From an optimization exercise on the open Yosys and OpenROAD flow, aimed at small area, a short achievable clock period and few clock cycles; shortcuts taken in it are not production practice.
The RTL was checked by simulation tests, not by an equivalence proof against the original design.
Power is estimated from default activity; no workload was simulated.

==> trial 63: inputs <==
// mmrc_mix
module mmrc_mix (
    input  wire        clk,
    input  wire        rst,           
    input  wire        cmd_valid,
    output wire        cmd_ready,
    input  wire [31:0] cmd_word,
    output wire        resp_valid,
    output wire [31:0] resp_word
);
    localparam [4:0] OP_NOP       = 5'h00;
    localparam [4:0] OP_ERR_READ  = 5'h06;
    localparam [4:0] OP_ERR_CLEAR = 5'h07;
    localparam [4:0] OP_CFG_WRITE = 5'h0C;
    localparam [4:0] OP_CFG_READ  = 5'h0D;
    localparam [4:0] OP_MIX_RATE  = 5'h18;
    localparam [4:0] OP_MIX_LEVEL = 5'h19;
    localparam [4:0] OP_MIX_COMB  = 5'h1A;
    localparam [4:0] OP_MIX_READ  = 5'h1B;
    function is_lfo(input [2:0] m);
        is_lfo = (m == 3'd3) | (m == 3'd4) | (m == 3'd6);
    endfunction
    function is_act(input [2:0] m);
        is_act = (m != 3'd0) & (m != 3'd7);
    endfunction
    function [1:0] kind_code(input [2:0] m);
        kind_code = {is_lfo(m), is_act(m) & ~is_lfo(m)};
    endfunction
    function [15:0] clamp15(input [18:0] x);
        clamp15 = x[18] ? 16'd0 : (x[17:15] != 3'd0) ? 16'h7FFF : {1'b0, x[14:0]};
    endfunction
    function [15:0] clamp16(input [18:0] x);
        clamp16 = x[18] ? 16'd0 : (x[17:16] != 2'd0) ? 16'hFFFF : x[15:0];
    endfunction
    reg  [3:0]  ctrl0, ctrl1;
  ...
==> flow/config.mk <==
export PLATFORM = sky130hd
export DESIGN_NAME = mmrc_mix
export DESIGN_NICKNAME = mmrc_mix
export VERILOG_FILES = /design/flow/design.v
export SDC_FILE = /design/flow/constraint.sdc
export NUM_CORES = 4
export LEC_CHECK = 0
export ABC_AREA = 1
export CAP_MARGIN = 20
export CORE_MARGIN = 2
export CORE_UTILIZATION = 58
export PLACE_DENSITY = 0.7
export SLEW_MARGIN = 20
==> flow/constraint.sdc <==
create_clock -name core_clock -period 16.0 [get_ports {clk}]
set_input_delay 3.2000 -clock core_clock [delete_from_list [all_inputs] [get_ports {clk}]]
set_output_delay 3.2000 -clock core_clock [all_outputs]
set_load 0.01 [all_outputs]
standard.sh (not shown) runs the stock make flow with config.mk's settings and CLKGATE_MAP_FILE= SYNTH_SCRIPT=/design/flow/synth_recipe.tcl, a recipe that flattens the netlist after the stock synthesis.
==> flow/flow/run.sh <==
#!/bin/bash
# The standard layout (standard synthesis, floorplan, placement, CTS, routing),
# run by the standard.sh. The floorplan step's timing repair (gate sizing,
# buffer removal, pin swaps on the synthesised netlist) is asked to leave a
# setup margin of 11.5 ns, and the repair after CTS and global routing a margin
# of 9.0 ns, so the netlist is sized for a shorter achieved period than the
# clock's. The clock period and the constraints are the design's. Each
# standard.sh call's output is in its own log; ORFS keeps each step's log
# under orfs/logs.
set -euo pipefail
bash standard.sh SETUP_SLACK_MARGIN=11.5 synth floorplan > standard_floorplan.log 2>&1
bash standard.sh SETUP_SLACK_MARGIN=9.0 finish > standard.log 2>&1
==> inputs of build 69, as changes to trial 63 <==
==> flow/flow/run.sh (replaced) <==
#!/bin/bash
# The standard layout (standard synthesis, floorplan, placement, CTS, routing),
# run by the standard.sh. The floorplan step's timing repair (gate sizing,
# buffer removal, pin swaps on the synthesised netlist) is asked to leave a
# setup margin of 10.5 ns, and the repair after CTS and global routing a margin
# of 9.0 ns, so the netlist is sized for a shorter achieved period than the
# clock's. The clock period and the constraints are the design's. Each
# standard.sh call's output is in its own log; ORFS keeps each step's log
# under orfs/logs.
set -euo pipefail
bash standard.sh SETUP_SLACK_MARGIN=10.5 synth floorplan > standard_floorplan.log 2>&1
bash standard.sh SETUP_SLACK_MARGIN=9.0 finish > standard.log 2>&1
==> inputs of trial 44, as changes to trial 63 <==
==> flow/flow/run.sh (replaced) <==
#!/bin/bash
# The standard layout (standard synthesis, floorplan, placement, CTS, routing),
# run by the standard.sh. The floorplan step's timing repair (gate sizing,
# buffer removal, pin swaps on the synthesised netlist) is asked to leave a
# setup margin of 10.5 ns, and the repair after CTS and global routing a margin
# of 8.5 ns, so the netlist is sized for a shorter achieved period than the
# clock's. The clock period and the constraints are the design's. Each
# standard.sh call's output is in its own log; ORFS keeps each step's log
# under orfs/logs.
set -euo pipefail
bash standard.sh SETUP_SLACK_MARGIN=10.5 synth floorplan > standard_floorplan.log 2>&1
bash standard.sh SETUP_SLACK_MARGIN=8.5 finish > standard.log 2>&1
==> inputs of build 38, as changes to trial 63 <==
==> flow/flow/run.sh (replaced) <==
#!/bin/bash
# The standard layout (standard synthesis, floorplan, placement, CTS, routing),
# run by the standard.sh. The floorplan step's timing repair (gate sizing,
# buffer removal, pin swaps on the synthesised netlist) is asked to leave a
# setup margin of 10.5 ns, and the repair after CTS and global routing a margin
# of 9.0 ns, so the netlist is sized for a shorter achieved period than the
# clock's. The clock period and the constraints are the design's. Each
# standard.sh call's output is in its own log; ORFS keeps each step's log
# under orfs/logs.
set -euo pipefail
bash standard.sh SETUP_SLACK_MARGIN=10.5 synth floorplan > standard_floorplan.log 2>&1
bash standard.sh SETUP_SLACK_MARGIN=9.0 finish > standard.log 2>&1
- TNS_END_PERCENT: unset -> 0
==> run summary <==
quantity                                                               build 69      trial 44      trial 63      build 38
Outcome                                                timing/DRC/antenna clean  timing/DRC/antenna clean  timing/DRC/antenna clean  timing/DRC/antenna clean
Synth-to-Final Area Change                                                12.9%         10.3%         15.2%         11.1%
Multi-input combinational area share                                      0.530         0.534         0.549         0.531
Clock insertion delay at the later pin of the skew report               0.68 ns       0.68 ns       0.67 ns       0.69 ns
Worst path buffer plus inverter count                                         7             3             7             3
Total routed wirelength                                               204000 um     201000 um     197000 um     205000 um
Number of diodes added for antenna fixing                                     8             5            11             7
Count of buffers added by post-CTS timing repair for setup                   79            22            44            35
Largest clock skew in the final design                                0.0381 ns     0.0392 ns     0.0342 ns     0.0493 ns
Number of non-clock buffers in the layout                                   267           168           188           214
Switching Share                                                           0.291         0.289         0.290         0.294
Total routing resource utilization after global routing                   0.437         0.433         0.428         0.439
Detailed-routing wirelength on met1                                    78600 um      78700 um      74500 um      78300 um
PD cells                                                           81.0 nW/um^2  82.3 nW/um^2  79.2 nW/um^2  81.4 nW/um^2
Clock share of power                                                      0.413         0.417         0.407         0.414
Final period demand of the worst path                                   7.20 ns       7.52 ns       7.19 ns       7.31 ns
Dpl hpwl                                                              152000 um     152000 um     148000 um     154000 um
Number of antenna violations at the first check in global routing            17            13             7            16
Fraction of the core area covered by cells at the end of the flow         0.658         0.643         0.671         0.648
Routability cong.                                                          1.07          1.07          1.09          1.05
Least-Margin Pin Slew                                                   1.35 ns       1.31 ns       1.37 ns       1.33 ns
Vias in the first global route                                            44483         44119         45096         44687
Max Fclk                                                                139 MHz       133 MHz       139 MHz       137 MHz
Fillcell total                                                             7593          7747          7434          7666
Register Area                                                       16700 sq um   16700 sq um   16700 sq um   16700 sq um
Net total in the final layout                                              7092          6990          7011          7038
Testbench counts of trial 63, summed over its fixed seeds: cycles 18,407.
Testbench counts of build 69, summed over its fixed seeds: cycles 18,407.
Testbench counts of trial 44, summed over its fixed seeds: cycles 18,407.
Testbench counts of build 38, summed over its fixed seeds: cycles 18,407.

port drivers added, routing unchanged:
No port has a modelled driver above. Below, the same layouts with a new extraction and two added sets of constraints.
Step 1 assumes that a clkbuf_16 drives the clock port and a buf_2 every other input.
Step 2, shift: input delay + t, output delay - t, t = (earliest + latest rising clock arrival at the registers) / 2. This alone moves slack from input paths to output paths.
Three values: ideal ports, drivers, drivers and shift; two values: the first two.
run	t, ns	slack for setup (ns)	hold WS [ns]	slew at the worst register clock pin (ns)	cell pins on the clock port's net
trial 63	0.725	8.806 / 8.734 / 8.349	0.450 / 0.450 / 0.450	0.07 / 0.07	1
build 69	0.739	8.795 / 8.721 / 8.435	0.454 / 0.454 / 0.454	0.07 / 0.07	1
trial 44	0.738	8.479 / 8.404 / 8.078	0.449 / 0.449 / 0.449	0.07 / 0.07	1
build 38	0.734	8.688 / 8.614 / 8.260	0.443 / 0.443 / 0.443	0.07 / 0.07	1
After both steps every run listed still meets setup and hold. For trial 63, which loses most, drivers alone change the setup slack by -0.072 ns; drivers and shift together by -0.457 ns.
